Background: an optimization exercise with open tools, aiming at small area, a short achievable clock period and few clock cycles per item. Do not read the settings as production practice. Where RTL was checked, it was by simulation tests only, not by an equivalence proof against the original. No functional check of the RTL was part of runs 1 and 4 to 6. Power figures rest on the tool's default switching activity, not on a simulated workload.

==> flow/design.v <==
module bigreg_muldiv (
    input  wire         clk,
    input  wire         rst,       
    input  wire         start,     
    input  wire         op,        
    input  wire [127:0] a,         
    input  wire [127:0] b,         
    output wire         ready,
    output reg          done,
    output wire [255:0] result
);
    localparam PH_NORM = 2'd0;
    localparam PH_SRT  = 2'd1;
    localparam PH_FIN  = 2'd2;
    reg         busy;
    reg         op_r;        
    reg [1:0]   ph;          
    reg [8:0]   cnt;
    reg [127:0] opnd;        
    reg [255:0] acc;
    reg [131:0] rem;         
    reg [2:0]   qreg;        
    assign ready  = !busy;
    assign result = acc;
    wire cnt_is1 = (cnt == 9'd1);
    wire bx2 = acc[255];
    wire bx1 = acc[254];
    wire bx0 = acc[253] & ~cnt_is1;      
    wire m_neg = bx2 & ~(bx1 & bx0);
    wire m_s1  = bx1 ^ bx0;
    wire m_s2  = (bx2 & ~bx1 & ~bx0) | (~bx2 & bx1 & bx0);
    wire signed [6:0] ry = rem[131:125];
    reg  signed [6:0] th2, th1, th0, thm1;
    always @* begin
        case (opnd[126:124])
            3'd0: begin th2 = 7'sd13; th1 = 7'sd5;  th0 = -7'sd5;  thm1 = -7'sd13; end
            3'd1: begin th2 = 7'sd15; th1 = 7'sd6;  th0 = -7'sd6;  thm1 = -7'sd15; end
            3'd2: begin th2 = 7'sd16; th1 = 7'sd6;  th0 = -7'sd6;  thm1 = -7'sd16; end
            3'd3: begin th2 = 7'sd18; th1 = 7'sd7;  th0 = -7'sd7;  thm1 = -7'sd18; end
            3'd4: begin th2 = 7'sd20; th1 = 7'sd8;  th0 = -7'sd8;  thm1 = -7'sd20; end
            3'd5: begin th2 = 7'sd21; th1 = 7'sd8;  th0 = -7'sd8;  thm1 = -7'sd21; end
            3'd6: begin th2 = 7'sd23; th1 = 7'sd9;  th0 = -7'sd9;  thm1 = -7'sd23; end
            default: begin th2 = 7'sd25; th1 = 7'sd10; th0 = -7'sd10; thm1 = -7'sd25; end
        endcase
    end
    wire ge2  = (ry >= th2);
    wire ge1  = (ry >= th1);
    wire ge0  = (ry >= th0);
    wire gem1 = (ry >= thm1);
    wire d_pos = ge1;                    
    wire d_s2  = ge2 | ~gem1;
    wire d_s1  = (ge1 & ~ge2) | (gem1 & ~ge0);
    wire [2:0] qd = ge2 ? 3'b010 : ge1 ? 3'b001 : ge0 ? 3'b000 : gem1 ? 3'b111 : 3'b110;
    wire neg = op_r ? d_pos : m_neg;
    wire s1  = op_r ? d_s1  : m_s1;
    wire s2  = op_r ? d_s2  : m_s2;
    wire [128:0] mag = ({129{s1}} & {1'b0, opnd}) | ({129{s2}} & {opnd, 1'b0});
    wire [128:0] ax  = op_r ? rem[129:1] : {acc[126:0], 2'b00};
    wire [130:0] sum1 = {1'b0, ax, 1'b1} + {1'b0, mag ^ {129{neg}}, neg};
    wire [128:0] sm   = sum1[129:1];
    wire         cout = sum1[130];
    wire m_inc = cout & ~neg;            
    wire m_dec = ~cout & neg;
    wire bz   = ~|opnd;
    wire corr = (ph == PH_FIN) & (rem[131] | bz);
    wire [2:0] qa = qreg - {2'b00, corr};   
    wire bw = qa[2];
    wire [127:0] zl;     
    wire [127:0] zu;     
    wire [127:0] ou;     
    assign zl[0] = 1'b1;
    assign zu[0] = 1'b1;
    assign ou[0] = 1'b1;
    genvar j;
    generate
        for (j = 1; j < 128; j = j + 1) begin : g_pre
            assign zl[j] = zl[j-1] & ~acc[j-1];
            assign zu[j] = zu[j-1] & ~acc[127+j-1];
            assign ou[j] = ou[j-1] & acc[127+j-1];
        end
    endgenerate
    wire up_dec = op_r ? (bw & zl[127]) : m_dec;
    wire up_inc = ~op_r & m_inc;
    wire [255:0] stp;
    assign stp[1:0] = op_r ? qa[1:0] : sm[1:0];
    generate
        for (j = 0; j < 127; j = j + 1) begin : g_lo
            assign stp[j+2] = op_r ? (acc[j] ^ (bw & zl[j])) : sm[j+2];
        end
        for (j = 0; j < 127; j = j + 1) begin : g_hi
            assign stp[j+129] = acc[j+127] ^ ((up_dec & zu[j]) | (up_inc & ou[j]));
        end
    endgenerate
    wire top_same = (&acc[255:247]) | ~|acc[255:247];
    wire mskip = ~op_r & top_same & (cnt >= 9'd5);
    wire sb8 = ~|opnd[127:120];
    wire sb1 = ~sb8 & ~opnd[127];
    wire sa8 = ~|rem[127:120] & (cnt >= 9'd8);
    wire nshift = sb8 | sb1 | sa8;
    wire [8:0] cnt_norm = cnt + (sb8 ? 9'd8 : {8'd0, sb1}) - (sa8 ? 9'd8 : 9'd0);
    always @(posedge clk) begin
        if (rst) begin
            busy <= 1'b0;
            done <= 1'b0;
        end else begin
            done <= 1'b0;
            if (!busy) begin
                busy <= start;
            end else if (op_r ? (ph == PH_FIN) : (cnt == (mskip ? 9'd4 : 9'd1))) begin
                busy <= 1'b0;
                done <= 1'b1;
            end
        end
        if (!busy) begin
            op_r <= op;
            ph   <= PH_NORM;
            cnt  <= op ? 9'd128 : 9'd64;
            opnd <= b;
            acc  <= op ? 256'd0 : {a, b & {128{a[127]}}};
            rem  <= {4'd0, a};
            qreg <= 3'd0;
        end else begin
            acc <= mskip ? {acc[247:0], 8'd0} : stp;
            if (!op_r) begin
                cnt <= cnt - (mskip ? 9'd4 : 9'd1);
            end else begin
                case (ph)
                    PH_NORM: begin
                        if (bz) begin
                            ph <= PH_FIN;
                        end else if (nshift) begin
                            if (sb8) opnd <= {opnd[119:0], 8'd0};
                            else if (sb1) opnd <= {opnd[126:0], 1'b0};
                            if (sa8) rem <= {rem[123:0], 8'd0};
                            cnt <= cnt_norm;
                        end else begin
                            if (!cnt[0]) rem <= {rem[130:0], 1'b0};
                            cnt <= (cnt + 9'd1) >> 1;
                            ph  <= PH_SRT;
                        end
                    end
                    PH_SRT: begin
                        rem  <= {sm, rem[0], 2'b00};
                        qreg <= qd;
                        cnt  <= cnt - 9'd1;
                        if (cnt == 9'd0) ph <= PH_FIN;
                    end
                    default: ;
                endcase
            end
        end
    end
endmodule
==> flow/run.sh <==
#!/bin/bash
# synth_recipe.tcl (not shown) runs the flow's synth.tcl, then flattens the netlist and writes it again
# the make line also repeats each setting of config.mk as NAME=value (left out here)
make -C /OpenROAD-flow-scripts/flow DESIGN_CONFIG=/design/flow/config.mk WORK_HOME=/design/flow/orfs CLKGATE_MAP_FILE= SYNTH_SCRIPT=/design/flow/synth_recipe.tcl finish
==> flow/config.mk <==
export PLATFORM = sky130hd
export DESIGN_NAME = bigreg_muldiv
export DESIGN_NICKNAME = bigreg_muldiv
export VERILOG_FILES = /design/flow/design.v
export SDC_FILE = /design/flow/constraint.sdc
export NUM_CORES = 4
export LEC_CHECK = 0
export CAP_MARGIN = 20
export CORE_MARGIN = 2
export CORE_UTILIZATION = 40
export SETUP_SLACK_MARGIN = 5.0
export SLEW_MARGIN = 20
==> flow/constraint.sdc <==
create_clock -name core_clock -period 10.0 [get_ports {clk}]
set_input_delay 2.0000 -clock core_clock [delete_from_list [all_inputs] [get_ports {clk}]]
set_output_delay 2.0000 -clock core_clock [all_outputs]
set_load 0.01 [all_outputs]
==> results of run 1 <==
[worst max-delay path by stage]
stage               endpoint  cells after the start
floorplan           acc[151]                     32
global placement    acc[134]                     30
detailed placement  acc[134]                     31
CTS                  acc[59]                     26
global route        acc[215]                     33
finish              acc[220]                     34
[per-layer routing]
layer	track usage [%]	routed length (um)	vias to the layer above
met1	50.50	90400	24416
met4	12.95	9812	10
met3	9.942	27250	561
met5	0.7660	177	-
li1	-	-	22228
met2	54.13	95520	3137
[worst max-delay path: cells and delay by family (launching register included)]
family          cells  cell delay, ns
simple gates        6            1.18
fa+ha+maj           2            0.64
compound gates     16            3.26
flops               1            0.52
xor+xnor            2            0.33
buf+inv             8            1.27
[logic make-up after synthesis]
kind of cell	count (synthesis)	synth area share, %
buffers and inverters	617	5.250
and+or+nand+nor	1835	18.78
muxes	151	3.759
DFF	533	29.92
AOI/OAI and AO/OA	1889	27.99
xor gates and xnor gates	474	9.316
adders and majority gates	177	4.986
[cells in the final DEF, fill, tap and decap left out, drive strengths merged, types with 25 or more instances in the layout]
cell type / instances
mux2: 131
a21o: 91
or4: 25
a31oi: 167
nor2: 459
o21a: 30
a21oi: 312
edfxtp: 266
a22oi: 310
ha: 176
clkbuf: 107
a221o: 29
nand4: 48
buf: 438
nand3: 94
a211oi: 50
nand2b: 40
nor3: 111
xor2: 178
xnor2: 296
nand2: 761
and3: 43
a22o: 27
a32oi: 38
o211ai: 36
o21bai: 35
nor4: 80
clkdlybuf4s50: 517
a311o: 84
or3: 43
inv: 211
o21ai: 516
and2: 37
dfxtp: 267
[registers in the layout, indices dropped and copies added (netlist names)]
register	flops
acc	256
busy	1
cnt	9
done	1
op_r	1
opnd	128
ph	2
qreg	3
rem	132
[final cells by class]
class                   count  area [sq um]  share of cell area, %
repair buffers            964          9658                  15.63
inverters                 208         795.8                  1.288
flip-flops and latches    533         13340                  21.58
clock inverters            31         270.3                 0.4373
diodes                      4         10.01                0.01620
clock buffers             100          2018                  3.265
multi-input cells        4529         33860                  54.78
well taps                1488          1862                  3.012
[power by group through the flow]
stage	combinational, mW	sequential [mW]	clock (mW)
floorplan	4.79	3.20	0
global placement	7.00	3.54	0
detailed placement	6.97	3.53	0
CTS	8.03	3.50	2.63
global route	10.3	3.59	2.71
finish	9.83	3.57	2.63
[per-stage QoR]
stage / util [%] / cell area [sq um]
global route: 55.92 / 61800
floorplan: - / 45560
detailed placement: 46.68 / 51590
CTS: 51.75 / 57190
global placement: 46.66 / 51570
finish: 55.92 / 61810
[timing repair]
action,in CTS,in global routing
gates resized for setup,343,744
hold buffers,0,0
pin swaps,163,425
endpoints found under the setup margin,385,378
buffers inserted,192,173
gates cloned,6,11
==> impl_metrics.ini, run 1 <==
[timing]
max_slew_margin_pct = 18.57
rsz0062_at_grt = true
fin_crit_sh_pct = 73.86
slew_violations = 0
setup_tns_ns = 0
skew_ns = 0.03520
setup_viol = 0
whs_ns = 0.5382
worstMarginPinSlew_ns = 1.210
fmax_mhz = 135.4
setup_ws_ns = 2.614
period_minus_slack_ns = 7.386
hold_violations = 0

[placement]
dp_hpwl_um = 157800
dp.cells = 7340
routabilityCongestion = 0.9681
io_buffers = 517
place_ws_ns = 1.223

[clocking]
ctsLongestPathBuffers = 3
cts.clk_slew.worst_paths_ns = 0.07
htree_num_levels = 3
insertion_delay_ns = 0.68
clock_tree.root_cell = clkbuf_16
numCtsBuffers = 71
cts.sinks = 533
tritoncts = done

[power]
p_switching_mw = 7.432
power_density_nw_per_um2 = 259.4
p_sw_share_pct = 46.36
ir_drop_mv = 0.1220
power_frac_comb_pct = 61.3
p_seq_share_pct = 22.3
p_leak_nw = 23.26
p_int_mw = 8.600
power.share.clock_pct = 16.4
p_total_mw = 16.03

[drt]
drt-pass1-iter-count = 9
via_per_inst = 6.409
drt_first_iter_violations = 7103
avgRoutedWirePerCell_um = 28.40
wl_um = 223200
route.detailed.drc = 0
antenna_left = 0
num_vias = 50352

[cells_and_area]
final_cells = 7857
n_fill_cell = 10142
drive_gt1_share_pct = 21.54
final_nets = 6744
area_growth_pct = 38.69

[worst_setup_path]
crit_path_max_fanout = 8
r2r_slack_ns = 2.61
cp.arrival_ns = 7.89
worstSetupStartpoint = opnd[126]
critPathKind = register to register
crit_required_ns = 10.50
reg2regPathDepth = 34
rr_endpoint = acc[220]
crit_path_start_kind = register
r2r-start = opnd[126]
crit_path_end_kind = register
crit_slowest_cell = edfxtp_1
slowest_delay_ns = 0.52

[global_routing]
grt_pass1_vias = 45802
grt_overflow = 0
antenna_found_initial = 13
grt_usage_pct = 36.47
grt_pass1_wl_um = 310800
grt_max_degree = 175

[yosys]
synthCells = 5676
ys_warn_count = 1
yosys.area.top_type = edfxtp_1
yosys-top-cells-area = edfxtp_1, dfxtp_1, nand2_1
netlist_area_sq_um = 44570
synth.distinct_cells = 88
syn_avg_cell_area_sq_um = 7.852
synthFlopType = dfxtp_1
ys_ff_latch = 533
synthesis.nets = 6113
async_flop_share_pct = 0
seq_area_frac_synth_pct = 29.92
synth_top_area_share_pct = 17.92
ys_top_cells_by_count = nand2_1, o21ai_0, nor2_1, clkbuf_1, a21oi_1
yosysMostFrequentCell = nand2_1
synth-edff-count = 266

[die]
io_pins = 518
die-height_um = 337.8
rows = 122
dieArea_sq_um = 114100
initial_utilization_pct = 40.32
core_sq_um = 110500
die_w_um = 337.8

[worst_hold_path]
holdPathEnd = qreg[0]
min_path_cells = 2
hold_class = register to register
hp-start = qreg[0]

[flow_run]
cap_violations = 0

[run_status]
outcome = no timing/DRC/antenna violations
==> inputs of run 2 (changes only) <==
--- a/flow/design.v
+++ b/flow/design.v
@@ -66,19 +66,43 @@
     wire [2:0] qa = qreg - {2'b00, corr};   
     wire bw = qa[2];
-    wire [127:0] zl;     
-    wire [127:0] zu;     
-    wire [127:0] ou;     
-    assign zl[0] = 1'b1;
-    assign zu[0] = 1'b1;
-    assign ou[0] = 1'b1;
-    genvar j;
+    wire [127:0] px [0:2];
+    assign px[0] = ~{1'b0, acc[126:0]};
+    assign px[1] = ~{1'b0, acc[253:127]};
+    assign px[2] =  {1'b0, acc[253:127]};
+    wire [127:0] pz [0:2];
+    genvar j, pk, pm, pl;
     generate
-        for (j = 1; j < 128; j = j + 1) begin : g_pre
-            assign zl[j] = zl[j-1] & ~acc[j-1];
-            assign zu[j] = zu[j-1] & ~acc[127+j-1];
-            assign ou[j] = ou[j-1] & acc[127+j-1];
+        for (pk = 0; pk < 3; pk = pk + 1) begin : g_pf
+            wire [127:0] r;
+            wire [15:0]  bt;
+            wire [15:0]  t0, t1, t2, t3, t4;
+            for (pm = 0; pm < 16; pm = pm + 1) begin : g_blk
+                assign r[8*pm] = 1'b1;
+                for (pl = 1; pl < 8; pl = pl + 1) begin : g_r
+                    assign r[8*pm+pl] = r[8*pm+pl-1] & px[pk][8*pm+pl-1];
+                end
+                assign bt[pm] = r[8*pm+7] & px[pk][8*pm+7];
+            end
+            assign t0 = bt;
+            for (pm = 0; pm < 16; pm = pm + 1) begin : g_sk
+                assign t1[pm] = ((pm / 1) % 2 == 1) ? (t0[pm] & t0[(pm / 1) * 1 - 1]) : t0[pm];
+                assign t2[pm] = ((pm / 2) % 2 == 1) ? (t1[pm] & t1[(pm / 2) * 2 - 1]) : t1[pm];
+                assign t3[pm] = ((pm / 4) % 2 == 1) ? (t2[pm] & t2[(pm / 4) * 4 - 1]) : t2[pm];
+                assign t4[pm] = ((pm / 8) % 2 == 1) ? (t3[pm] & t3[(pm / 8) * 8 - 1]) : t3[pm];
+            end
+            for (pm = 0; pm < 128; pm = pm + 1) begin : g_out
+                if (pm < 8) begin : g_first
+                    assign pz[pk][pm] = r[pm];
+                end else begin : g_rest
+                    assign pz[pk][pm] = t4[pm / 8 - 1] & r[pm];
+                end
+            end
         end
     endgenerate
-    wire up_dec = op_r ? (bw & zl[127]) : m_dec;
+    wire [127:0] zl = pz[0];
+    wire [127:0] zu = pz[1];
+    wire [127:0] ou = pz[2];
+    wire         zl_all = zl[127];
+    wire up_dec = op_r ? (bw & zl_all) : m_dec;
     wire up_inc = ~op_r & m_inc;
     wire [255:0] stp;
--- a/flow/config.mk
+++ b/flow/config.mk
@@ -9,4 +9,4 @@
 export CORE_MARGIN = 2
 export CORE_UTILIZATION = 40
-export SETUP_SLACK_MARGIN = 5.0
+export SETUP_SLACK_MARGIN = 3
 export SLEW_MARGIN = 20
==> impl_metrics.ini, run 2 <==
[drt]
drt-pass1-iter-count = 9
drt_first_iter_violations = 7674
avgRoutedWirePerCell_um = 30.73
wl_um = 241500
antenna_left = 0
num_vias = 51713
via_per_inst = 6.579
route.detailed.drc = 0

[timing]
hold_violations = 0
setup_ws_ns = 3.129
skew_ns = 0.03658
setup_tns_ns = 0
max_slew_margin_pct = 18.34
worstMarginPinSlew_ns = 1.222
slew_violations = 0
rsz0062_at_grt = false
fmax_mhz = 145.5
fin_crit_sh_pct = 68.71
setup_viol = 0
period_minus_slack_ns = 6.871

[yosys]
synth-xor-area-share_pct = 9.618
synthesis.nets = 6419
ys_ff_latch = 533
yosys-top-cells-area = edfxtp_1, dfxtp_1, nand2_1
ys_top_cells_by_count = nand2_1, o21ai_0, nor2_1, clkbuf_1, a21oi_1
seq_area_frac_synth_pct = 29.05
synthCells = 5982
yosysMostFrequentCell = nand2_1
synthMuxAreaShare_pct = 3.833
synthFlopType = dfxtp_1
async_flop_share_pct = 0
synth.distinct_cells = 106
synthSimpleGateAreaFrac_pct = 20.75
netlist_area_sq_um = 45890
ys_warn_count = 1
synth_top_family_by_area = compound AO/OA/AOI/OAI gates
synth-edff-count = 266
synth_compound_area_share_pct = 26.65
syn_avg_cell_area_sq_um = 7.672
yosys.area.top_type = edfxtp_1
synth_fa_ha_area_share_pct = 4.842
synth_top_area_share_pct = 17.40

[power]
p_leak_nw = 20.99
ir_drop_mv = 0.1220
power_density_nw_per_um2 = 262.2

[clocking]
clock_tree.root_cell = clkbuf_16
ctsLongestPathBuffers = 3
htree_num_levels = 3
cts.clk_slew.worst_paths_ns = 0.06
tritoncts = done
numCtsBuffers = 69
insertion_delay_ns = 0.68
cts.sinks = 533

[global_routing]
antenna_found_initial = 8
top_usage_layer = met2
grt_pass1_wl_um = 339700
grt_usage_pct = 39.12
use_met3_pct = 9.674
grt_util_met2_pct = 58.93
grt_max_degree = 172
grt_overflow = 0
grt_pass1_vias = 47466
use_met1_pct = 53.04

[cells_and_area]
top_register = acc
top_regs = acc: 256 flops, rem: 132 flops, opnd: 128 flops
largest_reg_flops = 256
layout_commonest_cell = nand2_1
layout_common_cells = nand2_1, clkdlybuf4s50_1, o21ai_0, nor2_1, a21oi_1
final_nets = 6726
drive_gt1_share_pct = 11.07
area_growth_pct = 22.77

[placement]
dp_hpwl_um = 181800
place_ws_ns = 1.360
routabilityCongestion = 1.055
io_buffers = 517

[die]
dieArea_sq_um = 117500
core_sq_um = 114000
die_w_um = 342.7
die-height_um = 342.7
rows = 124
io_pins = 518
initial_utilization_pct = 40.25

[worst_setup_path]
cp.arrival_ns = 7.38
crit_path_start_kind = register
crit_path_max_fanout = 43
crit_required_ns = 10.51
crit_path_end_kind = register
critPathKind = register to register

[worst_hold_path]
hold_class = register to register

[run_status]
outcome = no timing/DRC/antenna violations

[flow_run]
cap_violations = 0
## run 2: cell count changes in the layout (fill, tap and decap cells not counted), sizes merged, moves of 25 or more
cell    before  now
inv        211  181
a22oi      310  282
a311o       84    2
buf        438  172
xnor2      296  223
a32oi       38   11
nand3       94  181
o211ai      36  102
o22ai        6   31
xor2       178  281
nand4       48   98
a21oi      312  407
nand2      761  875
nor2       459  420
## run 2: timing repair
item | CTS | global route
setup buffers | 32 | 49
gates cloned | 3 | 3
setup endpoints to repair | 307 | 251
pin swaps | 12 | 49
endpoints found under the hold margin | 0 | 0
resized for setup | 69 | 217
hold buffers | 0 | 0
## run 2: kinds of logic (layout without fill, tap and decap cells)
logic type      count (synthesis)  after routing
other cells                     0              4
simple gates                 2053           2054
mux                           160            160
fa+ha+maj                     177            177
buf+inv                       636            995
xor+xnor                      504            504
flops                         533            533
compound gates               1919           1921
## run 2: report_power, final
group / leakage, nW / switching, mW / internal [mW] / total [mW]
combinational: 15.0 / 5.46 / 3.18 / 8.65
clock: 1.08 / 1.13 / 1.44 / 2.57
sequential: 4.94 / 0.838 / 2.72 / 3.56
## run 2: metrics by stage
| step | std cells | hold slack (ns) | total power, mW | instance area (sq um) | utilization, % |
|---|---|---|---|---|---|
| floorplan | 5982 | 0.4745 | 8.143 | 45910 | - |
| global placement | 7642 | 0.4940 | 11.36 | 52150 | 45.73 |
| detailed placement | 7643 | 0.4998 | 11.29 | 52160 | 45.74 |
| CTS | 7804 | 0.5079 | 14.02 | 54990 | 48.22 |
| global route | 7856 | 0.5646 | 15.37 | 56330 | 49.40 |
| finish | 7860 | 0.5102 | 14.77 | 56340 | 49.41 |
## run 2: worst max-delay path, cell delays in order (launching register included)
cell,delay (ns)
edfxtp_1,0.46
inv_2,0.13
ha_1,0.20
nand2_1,0.08
or3_1,0.32
nor2_1,0.18
a21boi_2,0.15
ha_4,0.17
nand2b_2,0.23
nand2b_4,0.22
o311a_4,0.23
buf_12,0.20
xor2_1,0.22
ha_1,0.43
a21oi_1,0.35
o21ai_0,0.22
a21boi_0,0.38
o21ai_0,0.19
a21oi_2,0.26
o221ai_2,0.20
o211ai_1,0.36
a21oi_2,0.14
nor3_4,0.39
o21ai_0,0.16
xnor2_1,0.46
a21oi_1,0.14
a21oi_1,0.17
## run 2: cell type report
class / count / area, sq um
diodes: 4 / 10.01
clock buffers: 98 / 1981
clock inverters: 28 / 235.2
fillers: 11292 / 57690
inverters: 178 / 673.1
multi-input cells: 4816 / 31460
flip-flops and latches: 533 / 13340
well taps: 1512 / 1892
repair buffers: 691 / 6753
## run 2: path summary, 6_finish.rpt
path	startpoint	end	slack, ns	cells past startpoint
worst max-delay path	cnt[7]	rem[101]	3.13	26
worst max register to register	cnt[7]	rem[101]	3.13	26
worst min register to register	qreg[0]	qreg[0]	0.51	2
worst min-delay path	qreg[0]	qreg[0]	0.51	2
## run 2: per-layer routing
metal | routed length, um | vias up
met2 | 103300 | 3600
li1 | - | 22552
met3 | 29280 | 580
met1 | 96860 | 24969
met5 | 187 | -
met4 | 11940 | 12
Testbench counts of run 2, summed over its fixed seeds: cycles 24,732, items 384.
==> inputs of run 3 (changes only) <==
--- a/flow/config.mk
+++ b/flow/config.mk
@@ -9,4 +9,3 @@
 export CORE_MARGIN = 2
 export CORE_UTILIZATION = 40
-export SETUP_SLACK_MARGIN = 3
 export SLEW_MARGIN = 20
==> impl_metrics.ini, run 3 <==
[cells_and_area]
final_nets = 6637
final_util_pct = 47.67
seq_area_sq_um = 13340
multi_input_area_sq_um = 30340
drive_gt1_share_pct = 6.666
largest_reg_flops = 256
layout_common_cells = nand2_1, clkdlybuf4s50_1, o21ai_0, nor2_1, a21oi_1
final_cells = 7772
layout_commonest_cell = nand2_1
area_growth_pct = 18.44
top_regs = acc: 256 flops, rem: 132 flops, opnd: 128 flops
top_register = acc
final_cell_area_sq_um = 54350
n_fill_cell = 11350

[placement]
placed_area_sq_um = 52140
place_ws_ns = 1.506
routabilityCongestion = 0.9950
io_buffers = 517
dp.cells = 7641
dp_hpwl_um = 176200

[timing]
worstMarginPinSlew_ns = 1.242
setup_viol = 0
setup_ws_ns = 1.310
hold_violations = 0
slew_violations = 0
setup_tns_ns = 0
skew_ns = 0.03482
fin_crit_sh_pct = 86.90
max_slew_margin_pct = 16.57
period_minus_slack_ns = 8.690
fmax_mhz = 115.1
rsz0062_at_grt = false
whs_ns = 0.5196

[worst_setup_path]
reg2regPathDepth = 25
crit_slowest_cell = o311a_4
rr_endpoint = rem[104]
crit_path_max_fanout = 53
r2r-start = cnt[5]
critPathKind = register to register
crit_path_start_kind = register
r2r_slack_ns = 1.31
crit_path_end_kind = register
slowest_delay_ns = 0.91
crit_required_ns = 10.41
cp.arrival_ns = 9.10

[clocking]
hold_buffers = 0
htree_num_levels = 3
cts.clk_slew.worst_paths_ns = 0.06
numCtsBuffers = 69
tritoncts = done
post_cts_buffers = 0
cts.sinks = 533
cts_resized = 0
ctsLongestPathBuffers = 3
insertion_delay_ns = 0.68
clock_tree.root_cell = clkbuf_16

[die]
io_pins = 518
initial_utilization_pct = 40.25
die-height_um = 342.7
core_sq_um = 114000
rows = 124
dieArea_sq_um = 117500
die_w_um = 342.7

[yosys]
synthesis.nets = 6419
synth_top_area_share_pct = 17.40
ys_warn_count = 1
synthCells = 5982
synth.distinct_cells = 106
ys_ff_latch = 533
yosys-top-cells-area = edfxtp_1, dfxtp_1, nand2_1
seq_area_frac_synth_pct = 29.05
synthFlopType = dfxtp_1
syn_avg_cell_area_sq_um = 7.672
async_flop_share_pct = 0
ys_top_cells_by_count = nand2_1, o21ai_0, nor2_1, clkbuf_1, a21oi_1
netlist_area_sq_um = 45890
synth-edff-count = 266
yosys.area.top_type = edfxtp_1
yosysMostFrequentCell = nand2_1

[power]
ir_drop_mv = 0.1245
power_density_nw_per_um2 = 258.2
p_leak_nw = 20.35
p_total_mw = 14.03

[drt]
num_vias = 50699
wl_um = 230500
avgRoutedWirePerCell_um = 29.66
route.detailed.drc = 0
antenna_left = 0
via_per_inst = 6.523
drt_first_iter_violations = 7569
drt-pass1-iter-count = 9

[global_routing]
grt_pass1_wl_um = 329200
grt_max_degree = 176
antenna_found_initial = 13
grt_usage_pct = 37.59
grt_overflow = 0
grt_pass1_vias = 46976

[run_status]
outcome = no timing/DRC/antenna violations

[worst_hold_path]
holdPathEnd = qreg[0]
hp-start = qreg[0]
min_path_cells = 2
hold_class = register to register

[flow_run]
cap_violations = 0
[run 3: how the worst max path moves through the flow]
stage / end / slack, ns / start
2_1_floorplan: opnd[0] / 2.62 / opnd[124]
3_3_place_gp: rem[104] / 1.12 / cnt[5]
3_5_place_dp: rem[104] / 1.51 / cnt[5]
4_1_cts: rem[104] / 1.47 / cnt[5]
5_1_grt: rem[104] / 0.84 / cnt[5]
6_report: rem[104] / 1.31 / cnt[5]
[run 3: cells by family after synthesis]
group,synth area share (%)
AND/OR/NAND/NOR,20.75
AO/OA/AOI/OAI,26.65
buffers and inverters,5.256
flip-flops,29.05
XOR/XNOR,9.618
adder cells (fa/ha/maj),4.842
multiplexers,3.833
[run 3: where the power goes]
part / switching [mW] / internal [mW] / leakage [nW]
clock: 1.11 / 1.43 / 1.09
sequential: 0.820 / 2.72 / 4.94
combinational: 5.12 / 2.83 / 14.3
total: 7.06 / 6.98 / 20.3
[run 3: metal layers]
layer  global-route usage (%)  share of wire (%)  vias up
met1                    51.12                 40    24366
met4                    18.15                5.7        8
li1                         -                  -    22362
met2                    55.87                 43     3352
met3                    8.743                 12      611
met5                        0              0.021        -
[run 3: cell type report]
| type | count | area share (%) |
|---|---|---|
| Clock buffer | 97 | 3.614 |
| Antenna cell | 4 | 0.01842 |
| Multi-Input combinational cell | 4813 | 55.81 |
| Sequential cell | 533 | 24.54 |
| Clock inverter | 30 | 0.4374 |
| Inverter | 178 | 1.238 |
| Timing Repair Buffer | 605 | 10.86 |
| Tap cell | 1512 | 3.480 |
[run 3: worst max-delay path: cells and delay by family (launching register included)]
kind | cells | cell delay [ns]
buf+inv | 1 | 0.13
fa+ha+maj | 3 | 0.99
simple gates | 10 | 2.28
mux | 1 | 0.18
flops | 1 | 0.51
xor+xnor | 1 | 0.16
compound gates | 9 | 4.13
==> inputs of run 4 (changes only) <==
--- a/flow/design.v
+++ b/flow/design.v
@@ -23,36 +23,59 @@
     assign ready  = !busy;
     assign result = acc;
-    wire cnt_is1 = (cnt == 9'd1);
-    wire bx2 = acc[255];
-    wire bx1 = acc[254];
-    wire bx0 = acc[253] & ~cnt_is1;      
-    wire m_neg = bx2 & ~(bx1 & bx0);
-    wire m_s1  = bx1 ^ bx0;
-    wire m_s2  = (bx2 & ~bx1 & ~bx0) | (~bx2 & bx1 & bx0);
-    wire signed [6:0] ry = rem[131:125];
-    reg  signed [6:0] th2, th1, th0, thm1;
-    always @* begin
-        case (opnd[126:124])
-            3'd0: begin th2 = 7'sd13; th1 = 7'sd5;  th0 = -7'sd5;  thm1 = -7'sd13; end
-            3'd1: begin th2 = 7'sd15; th1 = 7'sd6;  th0 = -7'sd6;  thm1 = -7'sd15; end
-            3'd2: begin th2 = 7'sd16; th1 = 7'sd6;  th0 = -7'sd6;  thm1 = -7'sd16; end
-            3'd3: begin th2 = 7'sd18; th1 = 7'sd7;  th0 = -7'sd7;  thm1 = -7'sd18; end
-            3'd4: begin th2 = 7'sd20; th1 = 7'sd8;  th0 = -7'sd8;  thm1 = -7'sd20; end
-            3'd5: begin th2 = 7'sd21; th1 = 7'sd8;  th0 = -7'sd8;  thm1 = -7'sd21; end
-            3'd6: begin th2 = 7'sd23; th1 = 7'sd9;  th0 = -7'sd9;  thm1 = -7'sd23; end
-            default: begin th2 = 7'sd25; th1 = 7'sd10; th0 = -7'sd10; thm1 = -7'sd25; end
-        endcase
-    end
-    wire ge2  = (ry >= th2);
-    wire ge1  = (ry >= th1);
-    wire ge0  = (ry >= th0);
-    wire gem1 = (ry >= thm1);
-    wire d_pos = ge1;                    
-    wire d_s2  = ge2 | ~gem1;
-    wire d_s1  = (ge1 & ~ge2) | (gem1 & ~ge0);
-    wire [2:0] qd = ge2 ? 3'b010 : ge1 ? 3'b001 : ge0 ? 3'b000 : gem1 ? 3'b111 : 3'b110;
-    wire neg = op_r ? d_pos : m_neg;
-    wire s1  = op_r ? d_s1  : m_s1;
-    wire s2  = op_r ? d_s2  : m_s2;
+    reg sel_neg, sel_s1, sel_s2;
+    function [2:0] booth;            
+        input x2, x1, x0;
+        begin
+            booth[2] = x2 & ~(x1 & x0);
+            booth[1] = x1 ^ x0;
+            booth[0] = (x2 & ~x1 & ~x0) | (~x2 & x1 & x0);
+        end
+    endfunction
+    function [2:0] qds;              
+        input [6:0] y;
+        input [2:0] di;
+        reg signed [6:0] ys, t2, t1, t0, tm1;
+        reg g2, g1, g0, gm1;
+        begin
+            ys = y;
+            case (di)
+                3'd0: begin t2 = 7'sd13; t1 = 7'sd4; t0 = -7'sd5; tm1 = -7'sd13; end
+                3'd1: begin t2 = 7'sd14; t1 = 7'sd5; t0 = -7'sd5; tm1 = -7'sd15; end
+                3'd2: begin t2 = 7'sd16; t1 = 7'sd5; t0 = -7'sd5; tm1 = -7'sd16; end
+                3'd3: begin t2 = 7'sd17; t1 = 7'sd6; t0 = -7'sd6; tm1 = -7'sd18; end
+                3'd4: begin t2 = 7'sd19; t1 = 7'sd6; t0 = -7'sd6; tm1 = -7'sd19; end
+                3'd5: begin t2 = 7'sd20; t1 = 7'sd7; t0 = -7'sd7; tm1 = -7'sd20; end
+                3'd6: begin t2 = 7'sd22; t1 = 7'sd7; t0 = -7'sd7; tm1 = -7'sd22; end
+                default: begin t2 = 7'sd23; t1 = 7'sd8; t0 = -7'sd8; tm1 = -7'sd24; end
+            endcase
+            g2  = (ys >= t2);
+            g1  = (ys >= t1);
+            g0  = (ys >= t0);
+            gm1 = (ys >= tm1);
+            qds[2] = g1;
+            qds[1] = (g1 & ~g2) | (gm1 & ~g0);
+            qds[0] = g2 | ~gm1;
+        end
+    endfunction
+    wire [2:0] qdig = sel_s2 ? (sel_neg ? 3'b010 : 3'b110) :
+                      sel_s1 ? (sel_neg ? 3'b001 : 3'b111) : 3'b000;
+    wire [10:0] st_at = rem[129:119];
+    wire [10:0] st_b1 = {1'b0, opnd[127:118]};
+    wire [10:0] st_b2 = opnd[127:117];
+    wire [10:0] st_p2 = st_at + ~st_b2;
+    wire [10:0] st_p1 = st_at + ~st_b1;
+    wire [10:0] st_m1 = st_at + st_b1;
+    wire [10:0] st_m2 = st_at + st_b2;
+    wire [2:0] qn_p2 = qds(st_p2[10:4], opnd[126:124]);
+    wire [2:0] qn_p1 = qds(st_p1[10:4], opnd[126:124]);
+    wire [2:0] qn_0  = qds(st_at[10:4], opnd[126:124]);
+    wire [2:0] qn_m1 = qds(st_m1[10:4], opnd[126:124]);
+    wire [2:0] qn_m2 = qds(st_m2[10:4], opnd[126:124]);
+    wire [2:0] qn_srt = sel_s2 ? (sel_neg ? qn_p2 : qn_m2) :
+                        sel_s1 ? (sel_neg ? qn_p1 : qn_m1) : qn_0;
+    wire [2:0] qn_align = qds(cnt[0] ? rem[131:125] : rem[130:124], opnd[126:124]);
+    wire neg = sel_neg;
+    wire s1  = sel_s1;
+    wire s2  = sel_s2;
     wire [128:0] mag = ({129{s1}} & {1'b0, opnd}) | ({129{s2}} & {opnd, 1'b0});
     wire [128:0] ax  = op_r ? rem[129:1] : {acc[126:0], 2'b00};
@@ -144,11 +167,16 @@
             rem  <= {4'd0, a};
             qreg <= 3'd0;
+            {sel_neg, sel_s1, sel_s2} <= op ? 3'b000 : booth(a[127], a[126], a[125]);
         end else begin
             acc <= mskip ? {acc[247:0], 8'd0} : stp;
             if (!op_r) begin
                 cnt <= cnt - (mskip ? 9'd4 : 9'd1);
+                {sel_neg, sel_s1, sel_s2} <= mskip ?
+                    booth(acc[247], acc[246], acc[245] & (cnt != 9'd5)) :
+                    booth(acc[253], acc[252], acc[251] & (cnt != 9'd2));
             end else begin
                 case (ph)
                     PH_NORM: begin
+                        {sel_neg, sel_s1, sel_s2} <= 3'b000;
                         if (bz) begin
                             ph <= PH_FIN;
@@ -162,9 +190,11 @@
                             cnt <= (cnt + 9'd1) >> 1;
                             ph  <= PH_SRT;
+                            {sel_neg, sel_s1, sel_s2} <= qn_align;
                         end
                     end
                     PH_SRT: begin
                         rem  <= {sm, rem[0], 2'b00};
-                        qreg <= qd;
+                        qreg <= qdig;
+                        {sel_neg, sel_s1, sel_s2} <= qn_srt;
                         cnt  <= cnt - 9'd1;
                         if (cnt == 9'd0) ph <= PH_FIN;
--- a/flow/config.mk
+++ b/flow/config.mk
@@ -9,3 +9,4 @@
 export CORE_MARGIN = 2
 export CORE_UTILIZATION = 40
+export SETUP_SLACK_MARGIN = 3
 export SLEW_MARGIN = 20
==> impl_metrics.ini, run 4 <==
[run_status]
outcome = no timing/DRC/antenna violations

[power]
ir_drop_mv = 0.1510
p_total_mw = 12.72
p_leak_nw = 22.07
power_density_nw_per_um2 = 221.7

[cells_and_area]
top_register = acc
n_fill_cell = 12082
final_cells = 8221
drive_gt1_share_pct = 6.340
largest_reg_flops = 256
top_regs = acc: 256 flops, rem: 132 flops, opnd: 128 flops
final_nets = 7091
layout_commonest_cell = nand2_1
final_util_pct = 47.78
seq_area_sq_um = 13430
layout_common_cells = nand2_1, clkdlybuf4s50_1, o21ai_0, a21oi_1, nor2_1
area_growth_pct = 18.21
final_cell_area_sq_um = 57390
multi_input_area_sq_um = 32860

[timing]
hold_violations = 0
skew_ns = 0.03562
period_minus_slack_ns = 6.847
rsz0062_at_grt = false
max_slew_margin_pct = 7.671
setup_tns_ns = 0
slew_violations = 0
fin_crit_sh_pct = 68.47
setup_viol = 0
fmax_mhz = 146.0
worstMarginPinSlew_ns = 1.385

[clocking]
ctsLongestPathBuffers = 3
tritoncts = done
numCtsBuffers = 71
cts.sinks = 536
htree_num_levels = 3
insertion_delay_ns = 0.68
cts.clk_slew.worst_paths_ns = 0.06
hold_buffers = 0
clock_tree.root_cell = clkbuf_16

[die]
die_w_um = 352.4
core_sq_um = 120100
initial_utilization_pct = 40.42
die-height_um = 352.4
rows = 127
io_pins = 518
dieArea_sq_um = 124200

[drt]
drt_first_iter_violations = 7427
via_per_inst = 6.501
num_vias = 53441
drt-pass1-iter-count = 9
antenna_left = 0
avgRoutedWirePerCell_um = 29.77
wl_um = 244800
route.detailed.drc = 0

[placement]
io_buffers = 517
placed_area_sq_um = 54780
dp.cells = 8059
routabilityCongestion = 1.025
dp_hpwl_um = 183600

[global_routing]
grt_overflow = 0
grt_pass1_wl_um = 349200
grt_pass1_vias = 49316
top_usage_layer = met2
grt_util_met2_pct = 53.65
use_met3_pct = 10.60
antenna_found_initial = 21
grt_max_degree = 145
use_met1_pct = 51.82
grt_usage_pct = 37.50

[yosys]
synth-edff-count = 269
synth.distinct_cells = 89
synth_top_family_by_area = compound AO/OA/AOI/OAI gates
synthMuxAreaShare_pct = 3.677
synthSimpleGateAreaFrac_pct = 20.72
synth-xor-area-share_pct = 9.489
ys_warn_count = 1
yosysMostFrequentCell = nand2_1
synthCells = 6327
synthesis.nets = 6883
ys_ff_latch = 536
seq_area_frac_synth_pct = 27.65
synth_compound_area_share_pct = 25.59
async_flop_share_pct = 0
yosys-top-cells-area = edfxtp_1, dfxtp_1, ha_1
synth_fa_ha_area_share_pct = 7.644
syn_avg_cell_area_sq_um = 7.674
ys_top_cells_by_count = nand2_1, o21ai_0, a21oi_1, clkbuf_1, nor2_1
netlist_area_sq_um = 48550
synth_top_area_share_pct = 16.64
synthFlopType = edfxtp_1
yosys.area.top_type = edfxtp_1

[worst_hold_path]
hold_class = register to register
hp-start = rem[130]

[worst_setup_path]
cp.arrival_ns = 7.42
crit_path_start_kind = register
r2r-start = sel_s1
worstSetupStartpoint = sel_s1
critPathKind = register to register
crit_path_end_kind = register
crit_required_ns = 10.57
crit_path_max_fanout = 94

[flow_run]
cap_violations = 0
run 4: cell count changes after synthesis, moves of 36 or more:
cell,change
a21oi_1,+51
nand2_1,+56
a21o_1,+36
xnor2_1,+129
xor2_1,-107
ha_1,+119
nand2b_1,+41
run 4: report_power, final:
part / internal (mW) / leakage (nW) / switching (mW)
combinational: 2.50 / 16.0 / 4.06
sequential: 2.70 / 4.97 / 0.800
clock: 1.53 / 1.15 / 1.13
run 4: final timing paths:
| path | end | slack (ns) | cells past startpoint |
|---|---|---|---|
| setup / recovery | rem[129] | 3.15 | 19 |
| hold / removal | rem[130] | 0.52 | 2 |
| hold reg to reg | rem[130] | 0.52 | 2 |
| setup reg to reg | rem[129] | 3.15 | 19 |
run 4: metal layers:
metal	vias up	part of all wire, %
met2	3494	41
met5	-	0.043
li1	23579	-
met1	25750	41
met4	18	5.0
met3	600	13
run 4: metrics by stage:
| stage | worst slack, ns | hold WS (ns) |
|---|---|---|
| after floorplan | 4.529 | 0.4462 |
| after global placement | 2.146 | 0.4709 |
| after detailed placement | 2.028 | 0.4976 |
| after CTS | 2.942 | 0.5198 |
| after global routing | 3.009 | 0.5388 |
| final | 3.153 | 0.5211 |
run 4: what timing repair did:
action,4_1_cts,5_1_grt
gates resized for setup,8,13
pin swaps,0,2
cloned,0,1
endpoints found under the setup margin,128,105
buffers inserted,2,11
run 4: critical path: stages (launching register included):
cell and delay (ns):
edfxtp_1 0.34, buf_6 0.54, a22oi_1 0.23, xnor2_1 0.17, ha_1 0.44, a21o_1 0.21
a31oi_1 0.19, a21oi_1 0.17, nor4_1 0.60, o21ai_0 0.43, a211oi_1 0.86, o21ai_0 0.30
a221oi_1 0.73, o41ai_1 0.16, buf_4 0.19, a31oi_1 0.16, a21oi_1 0.13, a221o_1 0.40
mux2_2 0.31, o21ai_0 0.17
run 4: cells by family (layout without fill, tap and decap cells):
logic type,after synthesis,count (layout)
buffers and inverters,671,936
xor gates and xnor gates,526,526
other,0,16
adders and majority gates,296,296
AOI/OAI and AO/OA,1956,1956
DFF,536,536
muxes,162,162
and+or+nand+nor,2180,2181
run 4: cell type report:
cell class	instances	area share [%]
multi-input combinational	5121	57.25
sequential	536	23.39
timing repair buffer	613	10.46
clock buffer	99	3.549
tap	1612	3.514
inverter	192	1.267
clock inverter	32	0.4905
antenna	16	0.06976
==> inputs of run 5 (changes only) <==
--- a/flow/design.v
+++ b/flow/design.v
@@ -83,6 +83,4 @@
     wire [128:0] sm   = sum1[129:1];
     wire         cout = sum1[130];
-    wire m_inc = cout & ~neg;            
-    wire m_dec = ~cout & neg;
     wire bz   = ~|opnd;
     wire corr = (ph == PH_FIN) & (rem[131] | bz);
@@ -127,6 +125,7 @@
     wire [127:0] ou = pz[2];
     wire         zl_all = zl[127];
-    wire up_dec = op_r ? (bw & zl_all) : m_dec;
-    wire up_inc = ~op_r & m_inc;
+    wire up_dec0 = op_r ? (bw & zl_all) : neg;       
+    wire up_dec1 = op_r & bw & zl_all;               
+    wire up_inc1 = ~op_r & ~neg;
     wire [255:0] stp;
     assign stp[1:0] = op_r ? qa[1:0] : sm[1:0];
@@ -136,5 +135,7 @@
         end
         for (j = 0; j < 127; j = j + 1) begin : g_hi
-            assign stp[j+129] = acc[j+127] ^ ((up_dec & zu[j]) | (up_inc & ou[j]));
+            wire hv0 = acc[j+127] ^ (up_dec0 & zu[j]);
+            wire hv1 = acc[j+127] ^ ((up_dec1 & zu[j]) | (up_inc1 & ou[j]));
+            assign stp[j+129] = cout ? hv1 : hv0;
         end
     endgenerate
--- a/flow/config.mk
+++ b/flow/config.mk
@@ -9,4 +9,4 @@
 export CORE_MARGIN = 2
 export CORE_UTILIZATION = 40
-export SETUP_SLACK_MARGIN = 3
+export SETUP_SLACK_MARGIN = 4
 export SLEW_MARGIN = 20
==> impl_metrics.ini, run 5 <==
[yosys]
ys_ff_latch = 536
seq_area_frac_synth_pct = 27.54
yosys.area.top_type = edfxtp_1
netlist_area_sq_um = 48730
yosysMostFrequentCell = nand2_1
ys_warn_count = 1
synthFlopType = edfxtp_1
synthesis.nets = 6901
ys_top_cells_by_count = nand2_1, o21ai_0, nor2_1, a21oi_1, clkbuf_1
synth-edff-count = 269
synth.distinct_cells = 94
async_flop_share_pct = 0
syn_avg_cell_area_sq_um = 7.681
synthCells = 6345
synth_top_area_share_pct = 16.58
yosys-top-cells-area = edfxtp_1, dfxtp_1, ha_1

[drt]
route.detailed.drc = 0
antenna_left = 0
avgRoutedWirePerCell_um = 28.94
num_vias = 53254
wl_um = 239900
via_per_inst = 6.423
drt-pass1-iter-count = 8
drt_first_iter_violations = 6930

[cells_and_area]
top_regs = acc: 256 flops, rem: 132 flops, opnd: 128 flops
top_register = acc
final_nets = 7160
area_growth_pct = 19.96
largest_reg_flops = 256
layout_commonest_cell = nand2_1
drive_gt1_share_pct = 7.759
layout_common_cells = nand2_1, o21ai_0, clkdlybuf4s50_1, nor2_1, a21oi_1

[placement]
io_buffers = 517
dp_hpwl_um = 179900
place_ws_ns = 2.385
routabilityCongestion = 1.028

[clocking]
clock_tree.root_cell = clkbuf_16
htree_num_levels = 3
hold_buffers = 0
ctsLongestPathBuffers = 3
cts.sinks = 536
insertion_delay_ns = 0.67
tritoncts = done
numCtsBuffers = 71
cts.clk_slew.worst_paths_ns = 0.06

[worst_setup_path]
cp_common_cell = o21ai_0
critPathKind = register to register
path_cells = buf_8 -> buf_12 -> mux2_2 -> ha_1 -> a21oi_1 -> o21ai_0 -> a211oi_1 -> o21ai_0 -> o32a_1 -> a2111o_1 -> a31oi_2 -> o21ai_0 -> o21ai_0 -> a21oi_1 -> o21ai_0 -> or3b_2 -> a21oi_1
crit_slowest_cell = or3b_2
crit_path_start_kind = register
cp_num_buf_inv = 2
slowest_delay_ns = 0.48
crit_family = compound AO/OA/AOI/OAI gates
crit_required_ns = 10.58
cp.arrival_ns = 6.63
crit_path_end_kind = register
crit_path_max_fanout = 59

[global_routing]
grt_pass1_wl_um = 342800
grt_usage_pct = 36.50
grt_overflow = 0
antenna_found_initial = 5
grt_max_degree = 139
grt_pass1_vias = 49889

[timing]
worstMarginPinSlew_ns = 1.123
skew_ns = 0.02964
fin_crit_sh_pct = 60.43
period_minus_slack_ns = 6.043
fmax_mhz = 165.5
setup_ws_ns = 3.957
setup_tns_ns = 0
setup_viol = 0
slew_violations = 0
hold_violations = 0
rsz0062_at_grt = true
max_slew_margin_pct = 25.11

[die]
rows = 128
dieArea_sq_um = 124600
io_pins = 518
die-height_um = 353.0
core_sq_um = 121400
die_w_um = 353.0
initial_utilization_pct = 40.14

[flow_run]
cap_violations = 0

[power]
ir_drop_mv = 0.1354
power_density_nw_per_um2 = 218.0
p_leak_nw = 22.11

[worst_hold_path]
hold_class = register to register

[run_status]
outcome = no timing/DRC/antenna violations
## run 5: changes by cell type in the layout (fill, tap and decap cells not counted), sizes merged, moves of 19 or more
cell	previous run	this run
and3	50	31
nor2	430	458
a21oi	457	437
o21ai	499	573
a22oi	269	309
nand2	932	865
buf	96	125
nor3	125	145
## run 5: path summary, 6_finish.rpt
check / slack [ns] / depth (start not counted) / endpoint / start
hold reg to reg: 0.50 / 2 / qreg[0] / qreg[0]
setup / recovery: 3.96 / 17 / rem[131] / op_r
hold / removal: 0.50 / 2 / qreg[0] / qreg[0]
setup reg to reg: 3.96 / 17 / rem[131] / op_r
## run 5: metal layers
layer	share of wire, %	global-route usage, %	vias to the layer above	routed length, um
met3	9.2	6.083	699	22050
met1	39	46.97	25507	94140
met5	0.0096	0	-	23
met2	44	56.06	3171	104900
met4	7.8	24.79	4	18780
li1	-	-	23873	-
## run 5: cells by family after synthesis
| group | Yosys count | synth area share [%] |
|---|---|---|
| compound gates | 2073 | 26.94 |
| xor+xnor | 514 | 9.238 |
| fa+ha+maj | 301 | 7.718 |
| buf+inv | 654 | 5.073 |
| flops | 536 | 27.54 |
| mux | 152 | 3.466 |
| simple gates | 2115 | 20.02 |
## run 5: tightest hold or removal path, delay by kind of cell (launching register included)
| kind | cells | cell delay, ns |
|---|---|---|
| simple gates | 1 | 0.08 |
| flops | 1 | 0.32 |
| compound gates | 1 | 0.06 |
## run 5: where the power goes
group          switching [mW]  internal [mW]  leakage, nW
Clock                    1.12           1.45         1.10
Sequential              0.729           2.70         4.96
Combinational            4.19           2.55         16.0
Total                    6.04           6.70         22.1
## run 5: cell type report
class / count / area [sq um]
flip-flops and latches: 536 / 13430
repair buffers: 646 / 6441
fillers: 12171 / 62930
diodes: 3 / 7.507
clock buffers: 104 / 2024
inverters: 194 / 734.5
well taps: 1625 / 2033
multi-input cells: 5155 / 33560
clock inverters: 28 / 231.5
## run 5: through the flow
stage / hold WS (ns) / cells / total power [mW] / cell area [sq um] / util [%]
after floorplan: 0.4462 / 6345 / 7.341 / 48730 / -
after global placement: 0.4650 / 8100 / 9.864 / 54930 / 45.25
after detailed placement: 0.4727 / 8100 / 9.855 / 54930 / 45.25
after CTS: 0.4834 / 8248 / 12.50 / 57650 / 47.49
after global routing: 0.5234 / 8289 / 13.34 / 58460 / 48.15
final: 0.4980 / 8291 / 12.74 / 58460 / 48.16
## run 5: timing repair
item | in CTS | in global routing
hold endpoints to repair | 0 | 0
buffers inserted | 15 | 37
pin swaps | 5 | 27
setup endpoints to repair | 222 | 152
resized for setup | 70 | 94
cloned | 1 | 3
==> inputs of run 6 (changes only) <==
--- a/flow/config.mk
+++ b/flow/config.mk
@@ -8,5 +8,6 @@
 export CAP_MARGIN = 20
 export CORE_MARGIN = 2
-export CORE_UTILIZATION = 40
-export SETUP_SLACK_MARGIN = 4
+export CORE_UTILIZATION = 55
+export SETUP_SLACK_MARGIN = 4.5
 export SLEW_MARGIN = 20
+export TNS_END_PERCENT = 10
==> impl_metrics.ini, run 6 <==
[cells_and_area]
area_growth_pct = 19.48
top_regs = acc: 256 flops, rem: 132 flops, opnd: 128 flops
final_nets = 7175
drive_gt1_share_pct = 8.286
largest_reg_flops = 256
top_register = acc
layout_common_cells = nand2_1, o21ai_0, clkdlybuf4s50_1, nor2_1, a21oi_1
final_util_pct = 66.09
layout_commonest_cell = nand2_1

[drt]
num_vias = 54914
avgRoutedWirePerCell_um = 29.26
drt_first_iter_violations = 9375
route.detailed.drc = 0
antenna_left = 0
via_per_inst = 6.997
drt-pass1-iter-count = 8
wl_um = 229600

[timing]
max_slew_margin_pct = 24.39
setup_tns_ns = 0
slew_violations = 0
fin_crit_sh_pct = 59.57
period_minus_slack_ns = 5.957
whs_ns = 0.5256
setup_viol = 0
worstMarginPinSlew_ns = 1.131
hold_violations = 0
skew_ns = 0.02887
setup_ws_ns = 4.043
rsz0062_at_grt = true
fmax_mhz = 167.9

[global_routing]
grt_usage_pct = 47.66
grt_pass1_wl_um = 327900
grt_pass1_vias = 50474
antenna_found_initial = 10
grt_overflow = 0
grt_max_degree = 188

[clocking]
insertion_delay_ns = 0.66
tritoncts = done
clock_tree.root_cell = clkbuf_16
ctsLongestPathBuffers = 3
cts.clk_slew.worst_paths_ns = 0.06
htree_num_levels = 3
cts.sinks = 536
numCtsBuffers = 67

[worst_hold_path]
holdPathEnd = rem[130]
min_path_cells = 2
hold_class = register to register
hp-start = rem[130]

[yosys]
yosys.area.top_type = edfxtp_1
async_flop_share_pct = 0
ys_warn_count = 1
synth_top_area_share_pct = 16.58
synthCells = 6345
yosys-top-cells-area = edfxtp_1, dfxtp_1, ha_1
synth.distinct_cells = 94
yosysMostFrequentCell = nand2_1
synth-edff-count = 269
ys_top_cells_by_count = nand2_1, o21ai_0, nor2_1, a21oi_1, clkbuf_1
ys_ff_latch = 536
syn_avg_cell_area_sq_um = 7.681
netlist_area_sq_um = 48730
seq_area_frac_synth_pct = 27.54
synthesis.nets = 6901
synthFlopType = edfxtp_1

[power]
p_sw_share_pct = 47.32
p_seq_share_pct = 26.8
p_leak_nw = 22.14
power_frac_comb_pct = 53.2
p_int_mw = 6.712
p_switching_mw = 6.031
ir_drop_mv = 0.1884
power.share.clock_pct = 20.0
power_density_nw_per_um2 = 218.9

[die]
initial_utilization_pct = 55.31
io_pins = 518
dieArea_sq_um = 91000
rows = 109
die-height_um = 301.7
core_sq_um = 88100
die_w_um = 301.7

[placement]
routabilityCongestion = 1.062
io_buffers = 517
place_ws_ns = 1.851
dp_hpwl_um = 163800

[worst_setup_path]
r2r-start = opnd[58]
crit_path_end_kind = register
critPathKind = register to register
r2r_slack_ns = 4.04
rr_endpoint = acc[118]
crit_slowest_cell = or3_1
reg2regPathDepth = 19
slowest_delay_ns = 0.54
crit_required_ns = 10.49
path_cells = nor4_4 -> nand4_1 -> nor4_4 -> a31oi_2 -> nor3b_2 -> ha_2 -> ha_4 -> xnor2_4 -> or4b_4 -> buf_4 -> nor3_2 -> nand3_4 -> nor3_2 -> nand2b_2 -> or3_1 -> nor4_1 -> xor2_1 -> a222oi_1 -> o21ai_0
crit_path_max_fanout = 7
cp.arrival_ns = 6.44
crit_path_start_kind = register

[flow_run]
cap_violations = 0

[run_status]
outcome = no timing/DRC/antenna violations
==> run 6: cell counts after synthesis <==
No cell type changed its count.
==> run 6: layout make-up <==
| cell class | count | area [sq um] |
|---|---|---|
| fill | 7693 | 29880 |
| multi-input combinational | 5157 | 33780 |
| sequential | 536 | 13430 |
| tap | 1165 | 1458 |
| antenna | 9 | 22.52 |
| clock inverter | 26 | 321.6 |
| inverter | 194 | 733.2 |
| timing repair buffer | 663 | 6613 |
| clock buffer | 98 | 1874 |
==> run 6: how the worst max path moves through the flow <==
stage	startpoint	endpoint	slack (ns)	cells past startpoint
after floorplan	opnd[124]	acc[254]	4.60	23
after global placement	opnd[125]	acc[254]	2.29	23
after detailed placement	opnd[125]	acc[254]	1.85	23
after CTS	opnd[2]	acc[118]	4.15	18
after global routing	opnd[67]	acc[254]	3.88	23
final	opnd[58]	acc[118]	4.04	19
==> run 6: what timing repair did <==
item	4_1_cts	5_1_grt
resized for setup	121	65
gates cloned	5	5
hold buffers	0	0
pin swaps	32	16
endpoints found under the setup margin	296	220
buffers inserted	51	25
hold endpoints to repair	0	0
==> run 6: kinds of logic (layout without fill, tap and decap cells) <==
logic type / count (synthesis) / count (layout) / share of synthesized area (%)
adders and majority gates: 301 / 301 / 7.718
xor gates and xnor gates: 514 / 514 / 9.238
and+or+nand+nor: 2115 / 2117 / 20.02
other: 0 / 9 / 0
buffers and inverters: 654 / 981 / 5.073
AOI/OAI and AO/OA: 2073 / 2073 / 26.94
muxes: 152 / 152 / 3.466
DFF: 536 / 536 / 27.54
==> run 6: critical path: cells and delay by family, from the launching register on <==
kind	cells	cell delay (ns)
flip-flops	1	0.43
buffers and inverters	1	0.16
AND/OR/NAND/NOR	11	3.93
adder cells (fa/ha/maj)	2	0.38
XOR/XNOR	2	0.20
AO/OA/AOI/OAI	3	0.66
==> run 6: power by group through the flow <==
stage / registers, mW / clock network [mW] / logic (mW)
final: 3.41 / 2.55 / 6.78
after global routing: 3.42 / 2.60 / 7.20
after CTS: 3.35 / 2.53 / 6.47
after detailed placement: 3.38 / 0 / 6.31
after global placement: 3.38 / 0 / 6.27
after floorplan: 3.15 / 0 / 4.19
==> run 6: through the flow <==
stage,total power [mW],area (sq um),std cells
after floorplan,7.343,48760,6345
after global placement,9.652,54320,7629
after detailed placement,9.694,54330,7629
after CTS,12.34,57650,7809
after global routing,13.22,58210,7843
final,12.74,58220,7848
==> run 6: layer usage <==
metal / GRT usage, % / part of all wire, %
met5: 0 / 0.0052
met1: 59.79 / 36
met2: 71.21 / 42
met3: 11.01 / 13
met4: 35.82 / 9.5
==> inputs of run 7 (changes only) <==
--- a/flow/design.v
+++ b/flow/design.v
@@ -21,4 +21,6 @@
     reg [131:0] rem;         
     reg [2:0]   qreg;        
+    reg         xmul;        
+    reg         bz;          
     assign ready  = !busy;
     assign result = acc;
@@ -79,9 +81,8 @@
     wire s2  = sel_s2;
     wire [128:0] mag = ({129{s1}} & {1'b0, opnd}) | ({129{s2}} & {opnd, 1'b0});
-    wire [128:0] ax  = op_r ? rem[129:1] : {acc[126:0], 2'b00};
+    wire [128:0] ax  = rem[129:1] | ({acc[126:0], 2'b00} & {129{xmul}});
     wire [130:0] sum1 = {1'b0, ax, 1'b1} + {1'b0, mag ^ {129{neg}}, neg};
     wire [128:0] sm   = sum1[129:1];
     wire         cout = sum1[130];
-    wire bz   = ~|opnd;
     wire corr = (ph == PH_FIN) & (rem[131] | bz);
     wire [2:0] qa = qreg - {2'b00, corr};   
@@ -166,5 +167,7 @@
             opnd <= b;
             acc  <= op ? 256'd0 : {a, b & {128{a[127]}}};
-            rem  <= {4'd0, a};
+            rem  <= op ? {4'd0, a} : 132'd0;
+            xmul <= !op;
+            bz   <= ~|b;
             qreg <= 3'd0;
             {sel_neg, sel_s1, sel_s2} <= op ? 3'b000 : booth(a[127], a[126], a[125]);
--- a/flow/config.mk
+++ b/flow/config.mk
@@ -9,5 +9,5 @@
 export CORE_MARGIN = 2
 export CORE_UTILIZATION = 55
-export SETUP_SLACK_MARGIN = 4.5
+export SETUP_SLACK_MARGIN = 5
 export SLEW_MARGIN = 20
 export TNS_END_PERCENT = 10
==> impl_metrics.ini, run 7 <==
[timing]
max_slew_margin_pct = 18.66
fmax_mhz = 193.7
hold_violations = 0
setup_tns_ns = 0
slew_violations = 0
skew_ns = 0.04770
setup_viol = 0
rsz0062_at_grt = true
fin_crit_sh_pct = 51.64
worstMarginPinSlew_ns = 1.220
period_minus_slack_ns = 5.164

[clocking]
tritoncts = done
ctsLongestPathBuffers = 3
insertion_delay_ns = 0.66
numCtsBuffers = 66
cts.clk_slew.worst_paths_ns = 0.06
cts.sinks = 538
htree_num_levels = 3
clock_tree.root_cell = clkbuf_16

[global_routing]
antenna_found_initial = 19
grt_max_degree = 123
grt_overflow = 0
grt_usage_pct = 52.38
grt_pass1_wl_um = 367300
grt_pass1_vias = 54582

[worst_setup_path]
critPathKind = register to register
cp.arrival_ns = 5.72
cp_num_buf_inv = 2
slowest_delay_ns = 0.89
crit_required_ns = 10.55
crit_path_start_kind = register
r2r_slack_ns = 4.84
path_depth = 10
crit_path_max_fanout = 72
reg2regPathDepth = 10
crit_slowest_cell = buf_4
crit_path_end_kind = register
crit_family = simple AND/OR/NAND/NOR gates
path_cells = or3_1 -> nor4_1 -> nor4b_1 -> a41oi_2 -> nor3_2 -> inv_2 -> nor2_4 -> buf_4 -> a22oi_1 -> o21ai_0

[die]
core_sq_um = 89870
rows = 110
die-height_um = 304.9
dieArea_sq_um = 92980
die_w_um = 304.9
initial_utilization_pct = 55.42
io_pins = 518

[placement]
dp_hpwl_um = 186900
routabilityCongestion = 1.072
dp.cells = 7792
io_buffers = 517

[power]
p_sw_share_pct = 49.63
p_leak_nw = 22.78
p_seq_share_pct = 25.6
power_frac_comb_pct = 56.3
p_total_mw = 14.29
p_switching_mw = 7.093
p_int_mw = 7.198
power_density_nw_per_um2 = 240.7
power.share.clock_pct = 18.2
ir_drop_mv = 0.1918

[yosys]
synth-edff-count = 275
ys_ff_latch = 538
synthCells = 6489
ys_warn_count = 1
synth_top_area_share_pct = 16.58
yosys.area.top_type = edfxtp_1
syn_avg_cell_area_sq_um = 7.675
synthFlopType = edfxtp_1
async_flop_share_pct = 0
netlist_area_sq_um = 49800
yosys-top-cells-area = edfxtp_1, dfxtp_1, ha_1
yosysMostFrequentCell = nand2_1
seq_area_frac_synth_pct = 27.15
ys_top_cells_by_count = nand2_1, a21oi_1, o21ai_0, nor2_1, clkbuf_1
synth.distinct_cells = 96
synthesis.nets = 7045

[flow_run]
cap_violations = 0

[cells_and_area]
layout_common_cells = nand2_1, clkdlybuf4s50_1, a21oi_1, o21ai_0, nor2_1
largest_reg_flops = 256
area_growth_pct = 19.20
layout_commonest_cell = nand2_1
top_regs = acc: 256 flops, rem: 132 flops, opnd: 128 flops
final_nets = 7307
drive_gt1_share_pct = 6.804
final_cells = 7997
top_register = acc
n_fill_cell = 7737

[worst_hold_path]
hold_class = register to register
min_path_cells = 2

[drt]
num_vias = 59711
avgRoutedWirePerCell_um = 32.34
via_per_inst = 7.467
antenna_left = 0
route.detailed.drc = 0
drt-pass1-iter-count = 12
wl_um = 258600
drt_first_iter_violations = 11165

[run_status]
outcome = no timing/DRC/antenna violations
==> run 7: final timing paths <==
check,startpoint,endpoint
min,qreg[1],qreg[1]
min reg2reg,qreg[1],qreg[1]
max,acc[247],acc[133]
max reg2reg,acc[247],acc[133]
==> run 7: worst register-to-register path, delay by kind of cell, from the launching register on <==
kind                   cells  cell delay [ns]
AO/OA/AOI/OAI              3             1.01
buffers and inverters      2             1.21
flip-flops                 1             0.59
AND/OR/NAND/NOR            5             2.26
==> run 7: power by group through the flow <==
stage | Clock [mW] | Sequential, mW | Combinational [mW]
after floorplan | 0 | 3.26 | 4.81
after global placement | 0 | 3.60 | 7.26
after detailed placement | 0 | 3.60 | 7.31
after CTS | 2.56 | 3.56 | 7.47
after global routing | 2.64 | 3.62 | 8.48
final | 2.59 | 3.65 | 8.04
==> run 7: cell type report <==
type	instances	area (sq um)	area share, %
Multi-Input combinational cell	5344	34940	58.86
Sequential cell	538	13530	22.78
Timing Repair Buffer	661	6613	11.14
Clock buffer	85	1869	3.149
Tap cell	1176	1471	2.479
Inverter	140	530.5	0.8936
Clock inverter	37	372.9	0.6281
Antenna cell	16	40.04	0.06744
==> run 7: stage by stage <==
| step | setup slack (ns) | util (%) | area (sq um) | hold WS (ns) |
|---|---|---|---|---|
| 3_5_place_dp | 3.541 | 61.73 | 55480 | 0.4749 |
| 3_3_place_gp | 3.615 | 61.72 | 55470 | 0.4621 |
| 6_report | 4.836 | 66.06 | 59370 | 0.4884 |
| 4_1_cts | 4.853 | 64.80 | 58240 | 0.4837 |
| 5_1_grt | 4.836 | 66.01 | 59330 | 0.5009 |
| 2_1_floorplan | 4.611 | - | 49870 | 0.4462 |
==> run 7: repair_timing <==
action,4_1_cts,5_1_grt
resized for setup,59,145
cloned,7,6
buffers inserted,13,41
pin swaps,6,38
endpoints found under the hold margin,0,0
setup endpoints to repair,287,278
hold buffers,0,0
==> run 7: metal layers <==
layer  vias to the layer above  global-route usage, %  share of wire [%]
met3                      1565                  17.66                 16
met1                     27610                  64.15                 34
met4                        12                  41.18                 10
met5                         -                      0              0.027
met2                      5689                  75.08                 40
li1                      24835                      -                  -
==> run 7: logic make-up (layout without fill, tap and decap cells) <==
group                      Yosys count  count (layout)  synth area share (%)
buffers and inverters              612             923                 4.665
and+or+nand+nor                   2218            2220                 20.90
other                                0              16                     0
xor gates and xnor gates           486             486                 8.547
adders and majority gates          299             299                 7.512
AOI/OAI and AO/OA                 2271            2274                 29.89
DFF                                538             538                 27.15
muxes                               65              65                 1.331
Testbench counts of run 7, summed over its fixed seeds: cycles 24,732, items 384.

afterwards: timing with drivers on the ports:
How much do the figures lean on ideal ports? The routed layouts below were timed once more, with nothing changed but the port constraints.
Step 1 sets driving cells, clkbuf_16 on the clock port and buf_2 on the other inputs (assumed; they add their load-dependent delay and slew).
Step 2 moves the port delays by t, midway between the first and last clock arrival at a register: inputs arrive t later, outputs are due t later. That takes back most of the time a late clock gives input paths.
a / b / c = ideal / step 1 / step 2; a / b = the first two.
run	t (ns)	setup WS [ns]	worst setup path at the end
run 1	0.739	2.614 / 2.614 / 2.614	register to register
run 2	0.741	3.129 / 3.129 / 3.129	register to register
run 3	0.740	1.310 / 1.310 / 1.310	register to register
run 4	0.732	3.153 / 3.153 / 3.153	register to register
run 5	0.736	3.957 / 3.957 / 3.957	register to register
run 6	0.722	4.043 / 4.043 / 4.043	register to register
run 7	0.715	4.836 / 4.836 / 4.632	input to register
After both steps setup and hold are still met in every run listed. For run 7, which loses most, drivers alone change the setup slack by 0.000 ns; drivers and shift together by -0.204 ns.
